This is an optimization exercise on Yosys and OpenROAD, whose aim is a short achievable clock period and few clock cycles, not a production implementation.
Only simulation tests tie the RTL to the original design; equivalence was not proved.

**design/flow/flow/run.sh**
```bash
#!/bin/bash
set -euo pipefail
sed 's/SETUP_SLACK_MARGIN=[0-9.]*/SETUP_SLACK_MARGIN=7/' standard.sh > standard_m.sh
grep -q 'SETUP_SLACK_MARGIN=7' standard_m.sh
bash standard_m.sh > standard.log 2>&1
```
**design/flow/standard.sh**
```bash
#!/bin/bash
# synth_recipe.tcl (not shown) runs the flow's synth.tcl, then flattens the netlist and writes it again
# the make line also repeats each setting of config.mk as NAME=value (left out here)
make -C /OpenROAD-flow-scripts/flow DESIGN_CONFIG=/design/flow/config.mk WORK_HOME=/design/flow/orfs CLKGATE_MAP_FILE= SYNTH_SCRIPT=/design/flow/synth_recipe.tcl "${@:-finish}"
```
**design/flow/config.mk**
```make
export PLATFORM = sky130hd
export DESIGN_NAME = daisa_core
export DESIGN_NICKNAME = daisa_core
export VERILOG_FILES = /design/flow/design.v
export SDC_FILE = /design/flow/constraint.sdc
export NUM_CORES = 4
export LEC_CHECK = 0
export CAP_MARGIN = 20
export CORE_MARGIN = 2
export CORE_UTILIZATION = 30
export PLACE_DENSITY = 0.65
export SETUP_SLACK_MARGIN = 5
export SLEW_MARGIN = 20
```
**design/flow/constraint.sdc**
```tcl
create_clock -name core_clock -period 10.0 [get_ports {clk}]
set_input_delay 2.0000 -clock core_clock [delete_from_list [all_inputs] [get_ports {clk}]]
set_output_delay 2.0000 -clock core_clock [all_outputs]
set_load 0.01 [all_outputs]
```
**design/flow/design.v**
```verilog
module daisa_core (
    input  wire        clk,
    input  wire        rst,           
    input  wire [15:0] start,         
    input  wire        irq,           
    output reg         mem_req,
    output reg         mem_we,
    output reg  [15:0] mem_addr,
    output reg  [7:0]  mem_wdata,
    input  wire        mem_ack,
    input  wire [7:0]  mem_rdata,
    output reg         halted,
    output reg  [1:0]  halt_reason    
);
    localparam [3:0] B_IDLE  = 4'd0,
                     B_FETCH = 4'd1,    
                     B_DATA  = 4'd2,    
                     B_IRET1 = 4'd3,    
                     B_IRET2 = 4'd4,    
                     B_INT1  = 4'd5,    
                     B_INT2  = 4'd6,    
                     B_VEC1  = 4'd7,    
                     B_VEC2  = 4'd8;    
    localparam [1:0] R_HLT = 2'd0, R_OPC = 2'd1, R_ARG = 2'd2, R_IMM = 2'd3;
    localparam [1:0] D_NONE = 2'd0, D_A = 2'd1, D_REG = 2'd2, D_CSR = 2'd3;
    localparam C_NEEDIMM = 0,  C_HALT  = 1,  C_ALU   = 2,  C_LOGIC = 3,
               C_INCA    = 4,  C_DECA  = 5,  C_SHL   = 6,  C_SHR   = 7,
               C_SRA     = 8,  C_ROL   = 9,  C_ROR   = 10, C_LDA   = 11,
               C_SWP     = 12, C_CLR   = 13, C_LDACSR = 14, C_RID  = 15,
               C_STA     = 16, C_STDS  = 17, C_STSS  = 18, C_JMP   = 19,
               C_JCC     = 20, C_RET   = 21, C_IRET  = 22, C_PUSH  = 23,
               C_POP     = 24, C_LDM   = 25, C_STM   = 26, C_LDDS  = 27,
               C_LDSS    = 28, C_STACSR = 29, C_CFLAGS = 30, C_ENI = 31,
               C_DSI     = 32, C_FLD0  = 33, C_CALL  = 34, C_FAR   = 35,
               C_F       = 36,   
               C_YP      = 44,   
               C_YN      = 52,   
               NC = 60;
    function automatic [NC-1:0] classify(input [7:0] b);
        reg noarg, regonly, bad_opc, bad_arg, ok;
        reg [5:0] id;
        reg [4:0] fam;
        reg [2:0] f;
        integer j;
        begin
            noarg   = (b[7:6] == 2'b11);
            id      = b[5:0];
            fam     = b[7:3];
            f       = b[2:0];
            regonly = (fam == 5'd7) || (fam == 5'd8) || (fam == 5'd12) || (fam == 5'd14) ||
                      (fam == 5'd15) || (fam == 5'd22) || (fam == 5'd23);
            bad_opc = noarg && (id > 6'd18);
            bad_arg = !noarg && regonly && (f == 3'd0);
            ok      = !bad_opc && !bad_arg;
            classify = {NC{1'b0}};
            classify[C_NEEDIMM] = !noarg && ((fam == 5'd3) || (!regonly && f == 3'd0));
            classify[C_HALT]    = bad_opc || bad_arg || (noarg && id == 6'd3);
            classify[C_ALU]     = !noarg && (fam == 5'd16 || fam == 5'd17 || fam == 5'd18);
            classify[C_LOGIC]   = !noarg && (fam == 5'd19 || fam == 5'd20 || fam == 5'd21);
            classify[C_INCA]    = noarg && id == 6'd9;
            classify[C_DECA]    = noarg && id == 6'd10;
            classify[C_SHL]     = noarg && id == 6'd4;
            classify[C_SHR]     = noarg && id == 6'd5;
            classify[C_SRA]     = noarg && id == 6'd6;
            classify[C_ROL]     = noarg && id == 6'd7;
            classify[C_ROR]     = noarg && id == 6'd8;
            classify[C_LDA]     = !noarg && fam == 5'd6;
            classify[C_SWP]     = ok && !noarg && fam == 5'd15;
            classify[C_CLR]     = noarg && id == 6'd11;
            classify[C_LDACSR]  = noarg && id == 6'd15;
            classify[C_RID]     = ok && !noarg && (fam == 5'd22 || fam == 5'd23);
            classify[C_STA]     = ok && !noarg && fam == 5'd8;
            classify[C_STDS]    = ok && !noarg && fam == 5'd12;
            classify[C_STSS]    = ok && !noarg && fam == 5'd14;
            classify[C_JMP]     = !noarg && (fam == 5'd0 || fam == 5'd1 || fam == 5'd2 || fam == 5'd4);
            classify[C_JCC]     = !noarg && fam == 5'd3;
            classify[C_RET]     = noarg && id == 6'd1;
            classify[C_IRET]    = noarg && id == 6'd2;
            classify[C_PUSH]    = (!noarg && fam == 5'd5) || (noarg && id == 6'd13);
            classify[C_POP]     = (ok && !noarg && fam == 5'd7) || (noarg && id == 6'd14);
            classify[C_LDM]     = !noarg && fam == 5'd9;
            classify[C_STM]     = !noarg && fam == 5'd10;
            classify[C_LDDS]    = !noarg && fam == 5'd11;
            classify[C_LDSS]    = !noarg && fam == 5'd13;
            classify[C_STACSR]  = noarg && id == 6'd16;
            classify[C_CFLAGS]  = noarg && id == 6'd12;
            classify[C_ENI]     = noarg && id == 6'd17;
            classify[C_DSI]     = noarg && id == 6'd18;
            classify[C_FLD0]    = (f == 3'd0);
            classify[C_CALL]    = !noarg && (fam == 5'd2 || fam == 5'd4);
            classify[C_FAR]     = !noarg && (fam == 5'd0 || fam == 5'd4);
            for (j = 0; j < 8; j = j + 1) begin
                classify[C_F + j]  = (f == j);
                classify[C_YP + j] = (f == j) && !b[4];
                classify[C_YN + j] = (f == j) && b[4];
            end
        end
    endfunction
    reg [7:0] a, cs, ip, ds, ss, csr;
    reg [7:0] rf [1:7];
    reg [7:0] zr;            
    reg       fc, fv;
    reg       ie, ie_pend;
    reg [3:0]    bk;             
    reg [1:0]    mdest;          
    reg [2:0]    mreg;           
    reg          chk;            
    reg [7:0]    q0, q1, q2, q3;  
    reg [NC-1:0] k0;             
    reg [2:0]    qn;             
    reg [15:0]   lf;             
    reg          redir;          
    reg          wflush;         
    wire fz = (zr == 8'd0);
    wire fn = zr[7];
    wire [7:0] d = mem_rdata;
    wire [NC-1:0] kd  = classify(d);
    wire [NC-1:0] kq1 = classify(q1);
    wire [NC-1:0] kq2 = classify(q2);
    wire [15:0] pc = {cs, ip};
    wire [7:0] cs_inc, ip_inc, ip_inc2, lf_hi_inc, lf_lo_inc, ss_inc, ss_dec, sp_lo_inc, sp_lo_dec;
    genvar gb;
    generate
        for (gb = 0; gb < 8; gb = gb + 1) begin : g_inc
            if (gb == 0) begin : g0
                assign cs_inc[0]    = ~cs[0];
                assign ip_inc[0]    = ~ip[0];
                assign lf_hi_inc[0] = ~lf[8];
                assign lf_lo_inc[0] = ~lf[0];
                assign ss_inc[0]    = ~ss[0];
                assign ss_dec[0]    = ~ss[0];
                assign sp_lo_inc[0] = ~rf[6][0];
                assign sp_lo_dec[0] = ~rf[6][0];
                assign ip_inc2[0]   = ip[0];
            end else begin : gn
                assign cs_inc[gb]    = cs[gb] ^ (&cs[gb-1:0]);
                assign ip_inc[gb]    = ip[gb] ^ (&ip[gb-1:0]);
                assign lf_hi_inc[gb] = lf[8+gb] ^ (&lf[8+gb-1:8]);
                assign lf_lo_inc[gb] = lf[gb] ^ (&lf[gb-1:0]);
                assign ss_inc[gb]    = ss[gb] ^ (&ss[gb-1:0]);
                assign ss_dec[gb]    = ss[gb] ^ ~(|ss[gb-1:0]);
                assign sp_lo_inc[gb] = rf[6][gb] ^ (&rf[6][gb-1:0]);
                assign sp_lo_dec[gb] = rf[6][gb] ^ ~(|rf[6][gb-1:0]);
                if (gb == 1) begin : g1
                    assign ip_inc2[1] = ~ip[1];
                end else begin : g2
                    assign ip_inc2[gb] = ip[gb] ^ (&ip[gb-1:1]);
                end
            end
        end
    endgenerate
    wire [15:0] pc1    = {(&ip) ? cs_inc : cs, ip_inc};
    wire [15:0] pc2    = {(&ip[7:1]) ? cs_inc : cs, ip_inc2};
    wire [15:0] lf1    = {(&lf[7:0]) ? lf_hi_inc : lf[15:8], lf_lo_inc};
    wire [7:0]  lf_lo_inc2;
    generate
        for (gb = 0; gb < 8; gb = gb + 1) begin : g_lf2
            if (gb == 0) begin : b0
                assign lf_lo_inc2[0] = lf[0];
            end else if (gb == 1) begin : b1
                assign lf_lo_inc2[1] = ~lf[1];
            end else begin : bn
                assign lf_lo_inc2[gb] = lf[gb] ^ (&lf[gb-1:1]);
            end
        end
    endgenerate
    wire [15:0] lf2    = {(&lf[7:1]) ? lf_hi_inc : lf[15:8], lf_lo_inc2};
    wire [15:0] sp     = {ss, rf[6]};
    wire [15:0] sp_inc = {(&rf[6]) ? ss_inc : ss, sp_lo_inc};
    wire [15:0] sp_dec = {(~|rf[6]) ? ss_dec : ss, sp_lo_dec};
    wire at_end = (&cs) & (&ip);
    wire [2:0] fld = q0[2:0];
    wire ready = (qn != 3'd0) && (!k0[C_NEEDIMM] || qn[2] || qn[1] || at_end);
    wire exec_ok = (bk == B_IDLE || bk == B_FETCH) && !halted && ready && !wflush;
    wire [15:0] pcl  = k0[C_NEEDIMM] ? pc2 : pc1;    
    wire [7:0]  cs_n = pcl[15:8];
    wire [7:0]  ip_n = pcl[7:0];
    reg [7:0] regval, argval, alu_y;
    integer j;
    always @(*) begin
        regval = 8'd0;
        argval = {8{k0[C_F]}} & q1;
        alu_y  = ({8{k0[C_YP]}} & q1) | ({8{k0[C_YN]}} & ~q1);
        for (j = 1; j < 8; j = j + 1) begin
            regval = regval | ({8{k0[C_F + j]}} & rf[j]);
            argval = argval | ({8{k0[C_F + j]}} & rf[j]);
            alu_y  = alu_y | ({8{k0[C_YP + j]}} & rf[j]) | ({8{k0[C_YN + j]}} & ~rf[j]);
        end
    end
    wire [7:0] memseg = (fld == 3'd6 || fld == 3'd7) ? ss : ds;
    wire       alu_cin = q0[4] | (q0[3] & fc);
    wire [7:0] kg0 = a & alu_y;
    wire [7:0] kp0 = a ^ alu_y;
    wire [7:0] g0 = {kg0[7:1], kg0[0] | (kp0[0] & alu_cin)};
    wire [7:0] p0 = kp0;
    wire [7:0] g1, p1, g2, p2, g3;
    generate
        for (gb = 0; gb < 8; gb = gb + 1) begin : g_ks
            if (gb >= 1) begin : l1
                assign g1[gb] = g0[gb] | (p0[gb] & g0[gb-1]);
                assign p1[gb] = p0[gb] & p0[gb-1];
            end else begin : l1z
                assign g1[gb] = g0[gb];
                assign p1[gb] = p0[gb];
            end
            if (gb >= 2) begin : l2
                assign g2[gb] = g1[gb] | (p1[gb] & g1[gb-2]);
                assign p2[gb] = p1[gb] & p1[gb-2];
            end else begin : l2z
                assign g2[gb] = g1[gb];
                assign p2[gb] = p1[gb];
            end
            if (gb >= 4) begin : l3
                assign g3[gb] = g2[gb] | (p2[gb] & g2[gb-4]);
            end else begin : l3z
                assign g3[gb] = g2[gb];
            end
        end
    endgenerate
    wire [7:0] alu_carry = {g3[6:0], alu_cin};     
    wire [7:0] alu_res   = kp0 ^ alu_carry;
    wire       alu_c     = q0[4] ? ~g3[7] : g3[7];
    wire       alu_v     = (a[7] == argval[7]) && (alu_res[7] != a[7]);
    wire [7:0] a_inc, a_dec;
    generate
        for (gb = 0; gb < 8; gb = gb + 1) begin : g_aid
            if (gb == 0) begin : b0
                assign a_inc[0] = ~a[0];
                assign a_dec[0] = ~a[0];
            end else begin : bn
                assign a_inc[gb] = a[gb] ^ (&a[gb-1:0]);
                assign a_dec[gb] = a[gb] ^ ~(|a[gb-1:0]);
            end
        end
    endgenerate
    wire [7:0] r_inc [1:7];
    wire [7:0] r_dec [1:7];
    genvar gr;
    generate
        for (gr = 1; gr <= 7; gr = gr + 1) begin : g_rid
            for (gb = 0; gb < 8; gb = gb + 1) begin : g_b
                if (gb == 0) begin : b0
                    assign r_inc[gr][0] = ~rf[gr][0];
                    assign r_dec[gr][0] = ~rf[gr][0];
                end else begin : bn
                    assign r_inc[gr][gb] = rf[gr][gb] ^ (&rf[gr][gb-1:0]);
                    assign r_dec[gr][gb] = rf[gr][gb] ^ ~(|rf[gr][gb-1:0]);
                end
            end
        end
    endgenerate
    wire [7:0] rid_res = q0[3] ? r_inc[fld] : r_dec[fld];    
    wire       rid_c   = q0[3] ? (&regval) : ~(|regval);
    wire       rid_v   = !regval[7] && rid_res[7];
    wire [7:0] logic_res = !q0[5] ? (a & argval) :
                           q0[3]  ? (a ^ argval) : (a | argval);
    reg cond_flag;
    always @(*) begin
        case (fld[2:1])
            2'd0: cond_flag = fz;
            2'd1: cond_flag = fc;
            2'd2: cond_flag = fv;
            default: cond_flag = fn;
        endcase
    end
    wire cond_taken = cond_flag ^ fld[0];
    wire take_int = chk && ie && irq;
    wire ie_base  = chk ? (ie | ie_pend) : ie;
    wire [15:0] wdist = mem_addr - pc;
    wire whit = (wdist < {13'd0, qn});
    wire halt_now = k0[C_HALT] || (k0[C_NEEDIMM] && at_end);
    wire jump_now = k0[C_JMP] || (k0[C_JCC] && cond_taken) || k0[C_RET];
    wire [15:0] jtarget = k0[C_RET] ? {csr, rf[5]} :
                          k0[C_JCC] ? {cs_n, q1} :
                          {k0[C_FAR] ? a : cs_n, argval};
    wire data_now = k0[C_PUSH] || k0[C_POP] || k0[C_LDM] || k0[C_STM];
    wire early = (bk == B_FETCH) && (qn == 3'd1) && k0[C_NEEDIMM] && !at_end &&
                 (k0[C_JMP] || (k0[C_JCC] && cond_taken));
    wire [7:0] early_hi = k0[C_FAR] ? a : pc2[15:8];
    wire [7:0] shl_r = {a[6:0], 1'b0};
    wire [7:0] shr_r = {1'b0, a[7:1]};
    wire [7:0] sra_r = {a[7], a[7:1]};
    wire [7:0] rol_r = {a[6:0], a[7]};
    wire [7:0] ror_r = {a[0], a[7:1]};
    wire wr_a = k0[C_ALU] | k0[C_LOGIC] | k0[C_INCA] | k0[C_DECA] | k0[C_SHL] | k0[C_SHR] |
                k0[C_SRA] | k0[C_ROL] | k0[C_ROR] | k0[C_LDA] | k0[C_SWP] | k0[C_CLR] | k0[C_LDACSR];
    wire [7:0] ex_a = ({8{k0[C_ALU]}}    & alu_res)   | ({8{k0[C_LOGIC]}}  & logic_res) |
                      ({8{k0[C_INCA]}}   & a_inc)     | ({8{k0[C_DECA]}}   & a_dec)     |
                      ({8{k0[C_SHL]}}    & shl_r)     | ({8{k0[C_SHR]}}    & shr_r)     |
                      ({8{k0[C_SRA]}}    & sra_r)     | ({8{k0[C_ROL]}}    & rol_r)     |
                      ({8{k0[C_ROR]}}    & ror_r)     | ({8{k0[C_LDA]}}    & argval)    |
                      ({8{k0[C_SWP]}}    & regval)    | ({8{k0[C_LDACSR]}} & csr)       |
                      ({8{!wr_a}}        & a);
    wire wr_z = k0[C_ALU] | k0[C_LOGIC] | k0[C_INCA] | k0[C_DECA] | k0[C_SHL] | k0[C_SHR] |
                k0[C_SRA] | k0[C_ROL] | k0[C_ROR] | k0[C_RID] | k0[C_CFLAGS];
    wire [7:0] ex_zr = ({8{k0[C_ALU]}}    & alu_res)   | ({8{k0[C_LOGIC]}}  & logic_res) |
                       ({8{k0[C_INCA]}}   & a_inc)     | ({8{k0[C_DECA]}}   & a_dec)     |
                       ({8{k0[C_SHL]}}    & shl_r)     | ({8{k0[C_SHR]}}    & shr_r)     |
                       ({8{k0[C_SRA]}}    & sra_r)     | ({8{k0[C_ROL]}}    & rol_r)     |
                       ({8{k0[C_ROR]}}    & ror_r)     | ({8{k0[C_RID]}}    & rid_res)   |
                       ({7'd0, k0[C_CFLAGS]})          | ({8{!wr_z}}        & zr);
    wire wr_c = k0[C_ALU] | k0[C_LOGIC] | k0[C_INCA] | k0[C_DECA] | k0[C_SHL] | k0[C_SHR] |
                k0[C_SRA] | k0[C_RID] | k0[C_CFLAGS];
    wire ex_fc = (k0[C_ALU] & alu_c) | (k0[C_LOGIC] & q0[5] & q0[3]) |
                 (k0[C_INCA] & (&a)) | (k0[C_DECA] & ~(|a)) | (k0[C_SHL] & a[7]) |
                 (k0[C_RID] & rid_c) | (!wr_c & fc);
    wire wr_v = k0[C_ALU] | k0[C_LOGIC] | k0[C_INCA] | k0[C_DECA] | k0[C_RID] | k0[C_CFLAGS];
    wire ex_fv = (k0[C_ALU] & alu_v) | (k0[C_INCA] & !a[7] & a_inc[7]) |
                 (k0[C_DECA] & !a[7] & a_dec[7]) | (k0[C_RID] & rid_v) | (!wr_v & fv);
    reg [7:0]    n_a, n_cs, n_ip, n_ds, n_ss, n_csr, n_zr;
    reg [7:0]    n_rf [1:7];
    reg          n_fc, n_fv, n_ie, n_ie_pend, n_chk;
    reg [3:0]    n_bk;
    reg [1:0]    n_mdest;
    reg [2:0]    n_mreg;
    reg          n_req, n_we, n_halted;
    reg [15:0]   n_addr, n_lf;
    reg [7:0]    n_wdata;
    reg [1:0]    n_reason;
    reg [7:0]    n_q0, n_q1, n_q2, n_q3;
    reg [NC-1:0] n_k0;
    reg [2:0]    n_qn;
    reg [2:0]    cons;           
    reg          flush;          
    reg          bus_set;        
    reg [2:0]    base;
    reg          use_hit;
    reg          lfr;            
    reg [1:0]    n_ladv;
    reg          n_redir;
    integer i;
    wire       arrive = (bk == B_FETCH);
    wire [2:0] qn_m1  = qn - 3'd1;
    wire [2:0] qn_m2  = qn - 3'd2;
    wire [2:0] base_w = exec_ok ? (k0[C_NEEDIMM] ? qn_m2 : qn_m1) : qn;
    wire [2:0] c_0    = qn + {2'd0, arrive};
    wire [2:0] c_1    = qn_m1 + {2'd0, arrive};
    wire [2:0] c_2    = qn_m2 + {2'd0, arrive};
    wire [2:0] cnt    = exec_ok ? (k0[C_NEEDIMM] ? c_2 : c_1) : c_0;
    wire       hroom  = exec_ok ? (k0[C_NEEDIMM] ? (c_2 <= 3'd2) : (c_1 <= 3'd2)) : (c_0 <= 3'd2);
    wire       room   = (cnt != 3'd4);
    reg [7:0]  cdat [0:31];
    reg [10:0] ctag [0:31];
    reg [31:0] cval;
    wire [5:0]  li1 = {1'b0, lf[4:0]} + 6'd1;
    wire [5:0]  li2 = {1'b0, lf[4:0]} + 6'd2;
    wire [5:0]  li3 = {1'b0, lf[4:0]} + 6'd3;
    wire [10:0] lt  = lf[15:5];
    wire [10:0] lt1;
    generate
        for (gb = 0; gb < 11; gb = gb + 1) begin : g_lt1
            if (gb == 0) begin : b0
                assign lt1[0] = ~lt[0];
            end else begin : bn
                assign lt1[gb] = lt[gb] ^ (&lt[gb-1:0]);
            end
        end
    endgenerate
    wire        lk1 = cval[li1[4:0]] && (ctag[li1[4:0]] == (li1[5] ? lt1 : lt));
    wire        lk2 = cval[li2[4:0]] && (ctag[li2[4:0]] == (li2[5] ? lt1 : lt));
    wire        lk3 = cval[li3[4:0]] && (ctag[li3[4:0]] == (li3[5] ? lt1 : lt));
    reg         ph1, ph2, ph3, pstale;
    reg [7:0]   pb1, pb2, pb3;
    reg [1:0]   ladv;            
    wire        chit  = !pstale && ((ladv == 2'd0) ? ph1 : (ladv == 2'd1) ? ph2 :
                                    (ladv == 2'd2) ? ph3 : 1'b0);
    wire [7:0]  cbyte = (ladv == 2'd0) ? pb1 : (ladv == 2'd1) ? pb2 : pb3;
    wire [NC-1:0] kc  = classify(cbyte);
    wire [NC-1:0] kq3 = classify(q3);
    always @(posedge clk) begin
        if (en) begin
            ph1 <= lk1; ph2 <= lk2; ph3 <= lk3;
            pb1 <= cdat[li1[4:0]]; pb2 <= cdat[li2[4:0]]; pb3 <= cdat[li3[4:0]];
        end
        if (rst) begin
            ladv   <= 2'd3;
            pstale <= 1'b1;
        end else if (en) begin
            ladv   <= n_ladv;
            pstale <= mem_req && mem_we;
        end
        if (rst) begin
            cval <= 32'd0;
        end else if (en && mem_req) begin
            cval[mem_addr[4:0]] <= 1'b1;
            ctag[mem_addr[4:0]] <= mem_addr[15:5];
            cdat[mem_addr[4:0]] <= mem_we ? mem_wdata : d;
        end
    end
    always @(*) begin
        n_a = a; n_cs = cs; n_ip = ip; n_ds = ds; n_ss = ss; n_csr = csr;
        n_zr = zr;
        for (i = 1; i <= 7; i = i + 1) n_rf[i] = rf[i];
        n_fc = fc; n_fv = fv; n_ie = ie; n_ie_pend = ie_pend; n_chk = chk;
        n_mdest = mdest; n_mreg = mreg;
        n_we = 1'b0; n_halted = halted;
        n_addr = mem_addr; n_wdata = mem_wdata; n_reason = halt_reason;
        n_lf = lf;
        lfr  = 1'b0;
        n_bk = B_IDLE;
        cons = 3'd0;
        flush = 1'b0;
        bus_set = 1'b0;
        case (bk)
        B_INT1: begin
            {n_ss, n_rf[6]} = sp_inc;
            n_addr  = sp_inc;
            n_wdata = ip;
            n_we    = 1'b1;
            n_bk    = B_INT2;
            bus_set = 1'b1;
        end
        B_INT2: begin
            {n_ss, n_rf[6]} = sp_inc;
            n_addr  = 16'hFFFE;
            n_bk    = B_VEC1;
            bus_set = 1'b1;
        end
        B_VEC1: begin
            n_cs    = d;
            n_addr  = 16'hFFFF;
            n_bk    = B_VEC2;
            bus_set = 1'b1;
        end
        B_VEC2: begin
            n_ip    = d;
            n_addr  = {cs, d};
            n_lf    = {cs, d};
            lfr     = 1'b1;
            n_bk    = B_FETCH;
            bus_set = 1'b1;
        end
        B_IRET1: begin
            n_ip = d;
            {n_ss, n_rf[6]} = sp_dec;
            n_addr  = sp_dec;
            n_bk    = B_IRET2;
            bus_set = 1'b1;
        end
        B_IRET2: begin
            n_cs = d;
            n_ie_pend = 1'b1;
            n_addr  = {d, ip};
            n_lf    = {d, ip};
            lfr     = 1'b1;
            n_bk    = B_FETCH;
            bus_set = 1'b1;
        end
        B_DATA: begin
            case (mdest)
                D_A:   n_a = d;
                D_REG: n_rf[mreg] = d;
                D_CSR: n_csr = d;
                default: ;
            endcase
        end
        default: begin   
            if (wflush) begin
                flush   = 1'b1;
                n_addr  = pc;
                n_lf    = pc;
                lfr     = 1'b1;
                n_bk    = B_FETCH;
                bus_set = 1'b1;
            end else if (exec_ok) begin
                n_ie      = k0[C_DSI] ? 1'b0 : ie_base;
                n_ie_pend = k0[C_ENI];
                n_chk     = 1'b1;
                cons      = k0[C_NEEDIMM] ? 3'd2 : 3'd1;
                {n_cs, n_ip} = pcl;
                n_a  = ex_a;
                n_zr = ex_zr;
                n_fc = ex_fc;
                n_fv = ex_fv;
                for (i = 1; i <= 7; i = i + 1) begin
                    if (fld == i) begin
                        if (k0[C_RID]) n_rf[i] = q0[3] ? r_inc[i] : r_dec[i];
                        if (k0[C_STA] || k0[C_SWP]) n_rf[i] = a;
                        if (k0[C_STDS]) n_rf[i] = ds;
                        if (k0[C_STSS]) n_rf[i] = ss;
                    end
                end
                if (k0[C_CALL]) begin
                    n_csr = cs_n;
                    n_rf[5] = ip_n;
                end
                if (k0[C_STACSR]) n_csr = a;
                if (k0[C_LDDS]) n_ds = argval;
                if (k0[C_LDSS]) n_ss = argval;
                if (jump_now) begin
                    n_cs = k0[C_RET] ? csr : k0[C_FAR] ? a : cs_n;
                    n_ip = k0[C_RET] ? rf[5] : k0[C_JCC] ? q1 : argval;
                end
                if (halt_now) begin
                    n_reason = k0[C_NEEDIMM] ? R_IMM :
                               (q0[7:6] == 2'b11) ? ((q0[5:0] == 6'd3) ? R_HLT : R_OPC) : R_ARG;
                    n_halted = 1'b1;
                    flush    = 1'b1;
                    bus_set  = 1'b1;
                end else if (k0[C_IRET]) begin
                    {n_ss, n_rf[6]} = sp_dec;
                    flush   = 1'b1;
                    n_addr  = sp_dec;
                    n_bk    = B_IRET1;
                    bus_set = 1'b1;
                end else if (jump_now) begin
                    if (!redir) begin
                        flush   = 1'b1;
                        n_addr  = jtarget;
                        n_lf    = jtarget;
                        lfr     = 1'b1;
                        n_bk    = B_FETCH;
                        bus_set = 1'b1;
                    end
                end else if (k0[C_PUSH]) begin
                    n_addr  = sp;
                    n_wdata = q0[7] ? csr : argval;      
                    n_we    = 1'b1;
                    n_mdest = D_NONE;
                    {n_ss, n_rf[6]} = sp_inc;
                    n_bk    = B_DATA;
                    bus_set = 1'b1;
                end else if (k0[C_POP]) begin
                    {n_ss, n_rf[6]} = sp_dec;
                    n_addr  = sp_dec;
                    n_mdest = q0[7] ? D_CSR : D_REG;     
                    n_mreg  = fld;
                    n_bk    = B_DATA;
                    bus_set = 1'b1;
                end else if (k0[C_LDM] || k0[C_STM]) begin
                    n_addr  = {memseg, argval};
                    n_wdata = a;
                    n_we    = k0[C_STM];
                    n_mdest = k0[C_STM] ? D_NONE : D_A;
                    n_bk    = B_DATA;
                    bus_set = 1'b1;
                end
            end
        end
        endcase
        use_hit = !bus_set && !halted && !early && !mem_we && chit &&
                  hroom;
        base = base_w;
        n_q0 = q0; n_q1 = q1; n_q2 = q2; n_q3 = q3;
        n_k0 = k0;
        case (cons)
            3'd1: begin n_q0 = q1; n_q1 = q2; n_q2 = q3; n_k0 = kq1; end
            3'd2: begin n_q0 = q2; n_q1 = q3; n_k0 = kq2; end
            default: ;
        endcase
        if (arrive) begin
            case (base)
                3'd0: begin n_q0 = d; n_k0 = kd; end
                3'd1: n_q1 = d;
                3'd2: n_q2 = d;
                default: n_q3 = d;
            endcase
        end
        if (use_hit) begin
            case (cnt)
                3'd0: begin n_q0 = cbyte; n_k0 = kc; end
                3'd1: n_q1 = cbyte;
                default: n_q2 = cbyte;
            endcase
        end
        n_qn = flush ? 3'd0 : cnt + {2'd0, use_hit};
        n_redir = 1'b0;
        if (!bus_set && !halted) begin
            if (early) begin
                n_addr  = {early_hi, d};
                n_lf    = {early_hi, d};
                lfr     = 1'b1;
                n_bk    = B_FETCH;
                n_redir = 1'b1;
            end else if (use_hit) begin
                n_addr = lf2;
                n_lf   = lf2;
                n_bk   = B_FETCH;
            end else if (room) begin
                n_addr = lf1;
                n_lf   = lf1;
                n_bk   = B_FETCH;
            end
        end
        n_ladv = lfr ? 2'd3 : (!bus_set && !halted && !early) ?
                 (use_hit ? 2'd2 : room ? 2'd1 : 2'd0) : 2'd0;
        if (n_halted) n_bk = B_IDLE;
        n_req = (n_bk != B_IDLE);
        if (exec_ok && take_int) begin
            n_a = a; n_cs = cs; n_ip = ip; n_ds = ds; n_ss = ss; n_csr = csr;
            n_zr = zr;
            for (i = 1; i <= 7; i = i + 1) n_rf[i] = rf[i];
            n_fc = fc; n_fv = fv;
            n_mdest = mdest; n_mreg = mreg;
            n_halted = halted; n_reason = halt_reason;
            n_ie      = ie_pend;
            n_ie_pend = 1'b0;
            n_chk     = 1'b0;
            n_qn      = 3'd0;
            n_redir   = 1'b0;
            n_addr    = sp;
            n_lf      = lf;
            n_ladv    = 2'd3;
            n_wdata   = cs;
            n_we      = 1'b1;
            n_bk      = B_INT1;
            n_req     = 1'b1;
        end
    end
    wire en = mem_ack || !mem_req;
    always @(posedge clk) begin
        if (rst) begin
            bk          <= B_FETCH;
            chk         <= 1'b0;
            mem_req     <= 1'b1;
            mem_we      <= 1'b0;
            mem_addr    <= start;
            mem_wdata   <= 8'd0;
            lf          <= start;
            redir       <= 1'b0;
            wflush      <= 1'b0;
            halted      <= 1'b0;
            halt_reason <= R_HLT;
            a           <= 8'd0;
            cs          <= start[15:8];
            ip          <= start[7:0];
            ds          <= 8'd0;
            ss          <= 8'd0;
            csr         <= 8'd0;
            for (i = 1; i <= 7; i = i + 1) rf[i] <= 8'd0;
            zr          <= 8'd1;
            fc          <= 1'b0;
            fv          <= 1'b0;
            ie          <= 1'b0;
            ie_pend     <= 1'b0;
            mdest       <= D_NONE;
            mreg        <= 3'd0;
            qn          <= 3'd0;
        end else if (en) begin
            bk          <= n_bk;
            chk         <= n_chk;
            mem_req     <= n_req;
            mem_we      <= n_we;
            mem_addr    <= n_addr;
            mem_wdata   <= n_wdata;
            lf          <= n_lf;
            redir       <= n_redir;
            wflush      <= (bk == B_DATA) && mem_we && whit;
            halted      <= n_halted;
            halt_reason <= n_reason;
            a           <= n_a;
            cs          <= n_cs;
            ip          <= n_ip;
            ds          <= n_ds;
            ss          <= n_ss;
            csr         <= n_csr;
            for (i = 1; i <= 7; i = i + 1) rf[i] <= n_rf[i];
            zr          <= n_zr;
            fc          <= n_fc;
            fv          <= n_fv;
            ie          <= n_ie;
            ie_pend     <= n_ie_pend;
            mdest       <= n_mdest;
            mreg        <= n_mreg;
            qn          <= n_qn;
        end
    end
    always @(posedge clk) begin
        if (en) begin
            q0 <= n_q0;
            q1 <= n_q1;
            q2 <= n_q2;
            q3 <= n_q3;
            k0 <= n_k0;
        end
    end
endmodule
```
==> results of run 1 <==
==> final timing paths <==
path / slack (ns) / start / depth (start not counted) / end
worst max-delay path: 6.38 / mem_addr[9]$_DFFE_PP_ / 2 / mem_addr[9]
worst min-delay path: 0.48 / zr[6]$_SDFFE_PP0P_ / 2 / zr[6]$_SDFFE_PP0P_
worst max register to register: 6.45 / k0[41]$_DFFE_PN_ / 14 / a[7]$_SDFFE_PP0P_
worst min register to register: 0.48 / zr[6]$_SDFFE_PP0P_ / 2 / zr[6]$_SDFFE_PP0P_
==> worst max-delay path: stages (launching register included) <==
cell and delay [ns]:
edfxtp_1 0.51, buf_12 0.21, buf_6 0.12
==> cell usage after synthesis, types with 23 or more instances <==
cell and number:
a21o_1 31, mux2i_1 206, and2_1 23, mux4_2 484
and3_1 46, a211oi_1 162, xor2_1 80, nand2b_1 30
ha_1 130, nor2b_1 36, nor2_1 587, edfxtp_1 774
inv_1 147, o221ai_1 24, a21oi_1 546, nand4_1 35
buf_2 98, nor4_1 46, or3_1 23, a31oi_1 64
o211ai_1 52, clkbuf_1 353, a222oi_1 25, o21ai_0 346
buf_4 33, dfxtp_1 163, nor3_1 130, nand3_1 82
a221oi_1 73, a22oi_1 72, nand2_1 492, xnor2_1 115
mux2_2 110, buf_1 56, o22ai_1 70
==> stage by stage <==
step | utilization | setup slack (ns)
4_1_cts | 0.383 | 6.44
6_report | 0.401 | 6.38
5_1_grt | 0.401 | 6.42
2_1_floorplan | - | 4.93
3_5_place_dp | 0.320 | 4.61
3_3_place_gp | 0.320 | 4.74
==> final cells by class <==
class | count | share of cell area
Timing Repair Buffer | 960 | 0.135
Tap cell | 2871 | 0.0409
Antenna cell | 13 | 0.000370
Timing Repair inverter | 1 | 0.0000569
Multi-Input combinational cell | 4517 | 0.475
Sequential cell | 937 | 0.302
Clock inverter | 64 | 0.00862
Inverter | 153 | 0.00777
Clock buffer | 123 | 0.0305
==> kinds of logic after synthesis <==
logic type / share of synthesized area
AOI/OAI and AO/OA: 0.169
adders and majority gates: 0.0259
muxes: 0.216
buffers and inverters: 0.0470
DFF: 0.402
and+or+nand+nor: 0.114
xor gates and xnor gates: 0.0266
==> layer usage <==
layer | up-vias | global-route usage | part of all wire
li1 | 25200 | - | -
met5 | - | 0 | 0.00098
met3 | 2084 | 0.109 | 0.16
met2 | 6591 | 0.397 | 0.41
met1 | 31400 | 0.328 | 0.32
met4 | 24 | 0.215 | 0.11
==> sequential cells by signal (all words and copies together), names as in the netlist, 8 cells and up <==
signal and flops:
ctag 352, cdat 256, k0 59, rf 56, cval 32, lf 16
mem_addr 16, a 8, cs 8, csr 8, ds 8, ip 8
mem_wdata 8, pb1 8, pb2 8, pb3 8, q0 8, q1 8
q2 8, q3 8, ss 8, zr 8
==> what timing repair did <==
item / CTS / global route
hold buffers: 0 / 0
endpoints found under the setup margin: 1198 / 273
pin swaps: 246 / 245
gates cloned: 91 / 30
setup buffers: 448 / 179
gates resized for setup: 1095 / 422
==> notes.md, run 1 <==
* Rows at roughly 170
* Worst Clk Skew at 0.0625 ns
* Post-Syn Area at 65900 um2
* Multi-input gate area at 41800 um2
* Ports at 57
* Max Clock Freq at 276 MHz
* DRT Pass-1 Iters at 13
* Layout cells sized above 1 at 0.377
* Synthesized net count at approximately 6.3k
* Die X at 473 um
* Placed cell count at 8688
* Non-Filler Cell Area, Final at 87900 um2
* Worst setup SP type: register
* Register Area at 26600 um2
* Setup Crit Path Kind: reg2out
* Worst path arrival time at 1.62 ns
* Max cap viols at 0
* Worst-path fanout max at 3
* Yosys Warn Count at 19
* Detail Route Antenna Nets at 0
* Hpwl dp at 185000 um
* Final WL at approximately 330000 um
* Area added between synthesis and finish at 33.3%
* H-tree depth at 3
* DRC viols at 0
* Post-synth EDFFs at 774
* Worst hold slack at 0.475 ns
* Filler cells at 20.1k
* Mean routed wirelength per cell at 34.4 um
* Die area at 224000 um2
* Final setup vio count at 0
* Core Box Area at 219000 um2
* PortBufs at 56
* Nets at 6832
* Post-synth cell types at 112
* Run status: finished clean
* Slew @ Worst Pin at 1.30 ns
* Vias per inst at approximately 6.8
* Initial antenna violation count at 16
* Max-slew violation count at 0
* Die Height at between 400 and 500 um
* Vias in the first global route at 60.1k
* Sequential-to-total area share from yosys stat at 0.402
* Yosys top cell area share at 0.352
* Tmin final at around 3.6 ns
* Area post-placement at 70100 um2
* Hold crit path type: reg2reg
* Initial DRC Count at 12.4k
* Synth Area per Inst at between 10 and 15 um2
* RePlAce Congestion at 1.04
* CTS root buf: clkbuf_16
* Post-Layout Cell Count at 9639
* Slew Limit Headroom at 0.133
* RSZ-0062 raised after global routing: true
* Final cycle utilization of the critical path at 0.362
* Cts bufs inserted at 101
* Initial Utilization at 0.301
* Post-synth ARST share at 0
* Pin count of the biggest net entering global routing at 86
* Top cells by area, synth: edfxtp_1, mux4_2, dfxtp_1, a21oi_1, nor2_1
* Commonest non-fill, non-tap cells in the layout: edfxtp_1, buf_4, mux4_2
* Detailed-route via count at 65.3k
* Reg clk slew, reported paths at 0.06 ns
* Area leader, netlist: edfxtp_1
* Endpoints failing hold at 0
* Most common cell after layout, fill and taps aside: edfxtp_1
* Top_reg_cell synth: edfxtp_1
* Clock Tree Buf Depth at 3
* CTS tree: yes
* Final setup TNS at 0 ns
* First-pass GRT wire length at around 450000 um
* GRT Util Overall at 0.276
* Worst Path Required at ~8.0 ns
* Clock Latency Late Sink at 0.79 ns
* Global route overflow at 0
* Num Clock Sinks at 937
* Syn Inst Count at slightly above 6k
* Post-synthesis register bit count at around 940
* Crit. End Element: output port
Testbench counts, summed over its fixed seeds: cycles 156,162.
==> run 2, diff against run 1 <==
--- a/design/flow/design.v
+++ b/design/flow/design.v
@@ -340,14 +340,13 @@
     wire       hroom  = exec_ok ? (k0[C_NEEDIMM] ? (c_2 <= 3'd2) : (c_1 <= 3'd2)) : (c_0 <= 3'd2);
     wire       room   = (cnt != 3'd4);
-    reg [7:0]  cdat [0:31];
-    reg [10:0] ctag [0:31];
-    reg [31:0] cval;
-    wire [5:0]  li1 = {1'b0, lf[4:0]} + 6'd1;
-    wire [5:0]  li2 = {1'b0, lf[4:0]} + 6'd2;
-    wire [5:0]  li3 = {1'b0, lf[4:0]} + 6'd3;
-    wire [10:0] lt  = lf[15:5];
-    wire [10:0] lt1;
+    reg [7:0]  cdat [0:15];
+    reg [11:0] ctag [0:15];
+    reg [15:0] cval;
+    wire [4:0]  li2 = {1'b0, lf[3:0]} + 5'd2;
+    wire [4:0]  li3 = {1'b0, lf[3:0]} + 5'd3;
+    wire [11:0] lt  = lf[15:4];
+    wire [11:0] lt1;
     generate
-        for (gb = 0; gb < 11; gb = gb + 1) begin : g_lt1
+        for (gb = 0; gb < 12; gb = gb + 1) begin : g_lt1
             if (gb == 0) begin : b0
                 assign lt1[0] = ~lt[0];
@@ -357,19 +356,16 @@
         end
     endgenerate
-    wire        lk1 = cval[li1[4:0]] && (ctag[li1[4:0]] == (li1[5] ? lt1 : lt));
-    wire        lk2 = cval[li2[4:0]] && (ctag[li2[4:0]] == (li2[5] ? lt1 : lt));
-    wire        lk3 = cval[li3[4:0]] && (ctag[li3[4:0]] == (li3[5] ? lt1 : lt));
-    reg         ph1, ph2, ph3, pstale;
-    reg [7:0]   pb1, pb2, pb3;
+    wire        lk2 = cval[li2[3:0]] && (ctag[li2[3:0]] == (li2[4] ? lt1 : lt));
+    wire        lk3 = cval[li3[3:0]] && (ctag[li3[3:0]] == (li3[4] ? lt1 : lt));
+    reg         ph2, ph3, pstale;
+    reg [7:0]   pb2, pb3;
     reg [1:0]   ladv;            
-    wire        chit  = !pstale && ((ladv == 2'd0) ? ph1 : (ladv == 2'd1) ? ph2 :
-                                    (ladv == 2'd2) ? ph3 : 1'b0);
-    wire [7:0]  cbyte = (ladv == 2'd0) ? pb1 : (ladv == 2'd1) ? pb2 : pb3;
+    wire        chit  = !pstale && ((ladv == 2'd1) ? ph2 : (ladv == 2'd2) ? ph3 : 1'b0);
+    wire [7:0]  cbyte = (ladv == 2'd1) ? pb2 : pb3;
     wire [NC-1:0] kc  = classify(cbyte);
-    wire [NC-1:0] kq3 = classify(q3);
     always @(posedge clk) begin
         if (en) begin
-            ph1 <= lk1; ph2 <= lk2; ph3 <= lk3;
-            pb1 <= cdat[li1[4:0]]; pb2 <= cdat[li2[4:0]]; pb3 <= cdat[li3[4:0]];
+            ph2 <= lk2; ph3 <= lk3;
+            pb2 <= cdat[li2[3:0]]; pb3 <= cdat[li3[3:0]];
         end
         if (rst) begin
@@ -381,9 +377,9 @@
         end
         if (rst) begin
-            cval <= 32'd0;
+            cval <= 16'd0;
         end else if (en && mem_req) begin
-            cval[mem_addr[4:0]] <= 1'b1;
-            ctag[mem_addr[4:0]] <= mem_addr[15:5];
-            cdat[mem_addr[4:0]] <= mem_we ? mem_wdata : d;
+            cval[mem_addr[3:0]] <= 1'b1;
+            ctag[mem_addr[3:0]] <= mem_addr[15:4];
+            cdat[mem_addr[3:0]] <= mem_we ? mem_wdata : d;
         end
     end
==> run 2 against run 1 <==
Compared with the run above:
- non-clock buffer count is 290 lower
- critical path type is now reg2reg
- die area is 29% lower
- flip-flop and latch count is 313 lower
- utilization is 0.20 points lower
- cell area is 30% lower
- highest routed layer unchanged
- register-to-register slack worse by 0.28 ns
==> notes.md, run 2 <==
* Run status: finished clean
* Worst path top cell family by delay: compound AO/OA/AOI/OAI gates
* Clock Latency Late Sink at approximately 0.73 ns
* Clock Tree Buf Depth at 3
* Rows at 144
* Reg clk slew, reported paths at around 0.06 ns
* Max reg flops at 192
* Endpoints failing hold at 0
* Yosys Warn Count at 19
* Global route overflow at 0
* Most common cell after layout, fill and taps aside: edfxtp_1
* Die Height at 398 um
* Tmin final at 3.83 ns
* Die X at ~400 um
* CP bufs+invs at 0
* Worst Clk Skew at 0.0652 ns
* Synth Area per Inst at 9.40 um2
* Filler cells at approximately 15k
* Top_reg_cell synth: edfxtp_1
* Final setup vio count at 0
* PortBufs at 56
* Final WL at 241000 um
* Setup Crit Path Kind: reg2reg
* Detailed-route via count at 48.9k
* List of most frequent post-synthesis cells: nand2_1, edfxtp_1, nor2_1
* Final cycle utilization of the critical path at 0.383
* Worst path arrival time at about 4.4 ns
* Top cells by area, synth: edfxtp_1, mux4_2, dfxtp_1, mux2i_1, a21oi_1
* Initial antenna violation count at 8
* First-pass GRT wire length at 332000 um
* Slowest stage delay, CP at 1.07 ns
* RSZ-0062 raised after global routing: true
* Area added between synthesis and finish at 32.0%
* Largest family of logic cells by synthesized area: compound AO/OA/AOI/OAI gates
* Synthesized net count at 5124
* Hold_buf cts at 0
* Worst setup SP type: register
* Synth Area in XOR/XNOR at 0.0315
* GRT Util Overall at 0.286
* DRC viols at 0
* Initial DRC Count at between 8k and 9k
* Max Clock Freq at 261 MHz
* Pin count of the biggest net entering global routing at 85
* Vias per inst at 6.60
* Max-slew violation count at 0
* Post-synth cell types at 106
* RePlAce Congestion at slightly above 1
* Post-synth ARST share at 0
* H-tree depth at 3
* Sequential-to-total area share from yosys stat at 0.370
* Slew @ Worst Pin at 1.40 ns
* Worst hold slack at 0.490 ns
* Max cap viols at 0
* Post-synthesis register bit count at 624
* Compound-cell area share of the yosys netlist at 0.200
* Slew Limit Headroom at 0.0536
* CTS tree: yes
* Vias in the first global route at 45.2k
* Worst Path Required at 10.53 ns
* Hold crit path type: reg2reg
* Mean routed wirelength per cell at 32.5 um
* Most frequent cell after synthesis: nand2_1
* Area leader, netlist: edfxtp_1
* Worst-path cell chain: and2_1 -> nand3_1 -> or3_1 -> xor2_1 -> o21ai_0 -> a22oi_2 -> a21oi_4 -> nor3_2 -> o31ai_1
* Adder-cell share of the synthesized area at 0.0366
* Nets at between 5k and 6k
* Post-Syn Area at approximately 47000 um2
* Syn Inst Count at 4962
* Layout cells sized above 1 at 0.298
* Detail Route Antenna Nets at 0
* CTS root buf: clkbuf_16
* Cts bufs inserted at 76
* Die area at 159000 um2
* Initial Utilization at 0.302
* Simple-Gate Fraction of Synth Area at 0.152
* Crit. End Element: register
* Final setup TNS at 0 ns
* Slowest CP cell: o21ai_0
* Yosys top cell area share at 0.307
* Hpwl dp at around 140000 um
* Commonest non-fill, non-tap cells in the layout: edfxtp_1, nand2_1, nor2_1
* Core Box Area at 154000 um2
* Ports at between 50 and 60
* Mux cell area share after synthesis at 0.160
* Post-synth EDFFs at 477
* Worst-path fanout max at 7
* Num Clock Sinks at approximately 620
* DRT Pass-1 Iters at 10
-- run 2: cell types whose count changed after synthesis, moves of 23 or more --
cell / before / now
edfxtp_1: 774 / 477
a21oi_1: 546 / 397
a211oi_1: 162 / 80
nand3_1: 82 / 106
buf_2: 98 / 29
o211ai_1: 52 / 81
mux2i_1: 206 / 238
buf_4: 33 / 5
mux4_2: 484 / 210
a221oi_1: 73 / 45
xor2_1: 80 / 57
nor2_1: 587 / 472
mux2_2: 110 / 30
-- run 2: final timing paths --
kind / cells past startpoint / end / startpoint / slack, ns
worst max-delay path: 9 / mem_addr[15]$_DFFE_PP_ / ip[3]$_DFFE_PP_ / 6.17
worst min-delay path: 2 / cval[12]$_SDFFE_PP0P_ / cval[12]$_SDFFE_PP0P_ / 0.49
worst max register to register: 9 / mem_addr[15]$_DFFE_PP_ / ip[3]$_DFFE_PP_ / 6.17
worst min register to register: 2 / cval[12]$_SDFFE_PP0P_ / cval[12]$_SDFFE_PP0P_ / 0.49
-- run 2: stage by stage --
stage,cell area (um2),util,instances,setup slack (ns)
final,61600,0.399,7413,6.17
after global routing,61600,0.399,7401,6.16
after detailed placement,50000,0.324,6758,4.84
after global placement,50000,0.324,6757,4.98
after CTS,59300,0.384,7269,6.49
after floorplan,48300,-,4962,6.42
-- run 2: area by class of cell --
| type | count | area, um2 | share of cell area |
|---|---|---|---|
| diodes | 13 | 32.5 | 0.000528 |
| clock buffers | 96 | 2050 | 0.0333 |
| clock inverters | 44 | 602 | 0.00977 |
| inverters | 155 | 662 | 0.0107 |
| multi-input cells | 3765 | 30600 | 0.497 |
| flip-flops and latches | 624 | 17400 | 0.282 |
| well taps | 2044 | 2560 | 0.0415 |
| repair buffers | 670 | 7710 | 0.125 |
| repair inverters | 2 | 32.5 | 0.000528 |
-- run 2: worst min-delay path: cells and delay by family (launching register included) --
kind | cells | cell delay (ns)
AO/OA/AOI/OAI | 1 | 0.05
flip-flops | 1 | 0.34
AND/OR/NAND/NOR | 1 | 0.07
-- run 2: kinds of logic after synthesis --
group                      after synthesis
xor gates and xnor gates               168
and+or+nand+nor                       1522
muxes                                  479
buffers and inverters                  593
DFF                                    624
AOI/OAI and AO/OA                     1441
adders and majority gates              135
-- run 2: routing by layer --
| metal | global-route usage | up-vias | routed length [um] |
|---|---|---|---|
| met5 | 0 | - | 7 |
| met4 | 0.186 | 2 | 21000 |
| met3 | 0.115 | 1240 | 39000 |
| met2 | 0.413 | 4540 | 98000 |
| met1 | 0.352 | 23500 | 82700 |
| li1 | - | 19600 | - |
-- run 2: repair_timing --
action                                  in CTS  in global routing
buffers inserted                           316                118
endpoints found under the setup margin     816                448
cloned                                      55                 13
resized for setup                          768                222
pin swaps                                  177                144
Testbench counts of run 2, summed over its fixed seeds: cycles 157,174.

-- port drivers added, routing unchanged --
How much do the figures lean on ideal ports? The routed layouts below were timed once more, with nothing changed but the port constraints.
Step 1 sets driving cells, clkbuf_16 on the clock port and buf_2 on the other inputs (assumed; they add their load-dependent delay and slew).
Step 2 times the ports against the registers' clock, not the clock port: input delays grow and output delays shrink by t, the midpoint of the rising clock arrivals with the driver on.
Slacks: ideal ports / drivers / drivers and shift; pairs: ideal ports / drivers.
| run | shift t [ns] | setup WS [ns] | worst data-port slew with drivers (ns) | cell pins on the clock port's net |
|---|---|---|---|---|
| run 1 | 0.849 | 6.379 / 6.299 / 5.917 | 0.18 | 1 |
| run 2 | 0.766 | 6.170 / 6.170 / 5.815 | 0.12 | 1 |
After both steps setup and hold are still met in every run listed. The setup slack of run 1, which loses most, moves by -0.080 ns with the drivers and by -0.462 ns with both steps.
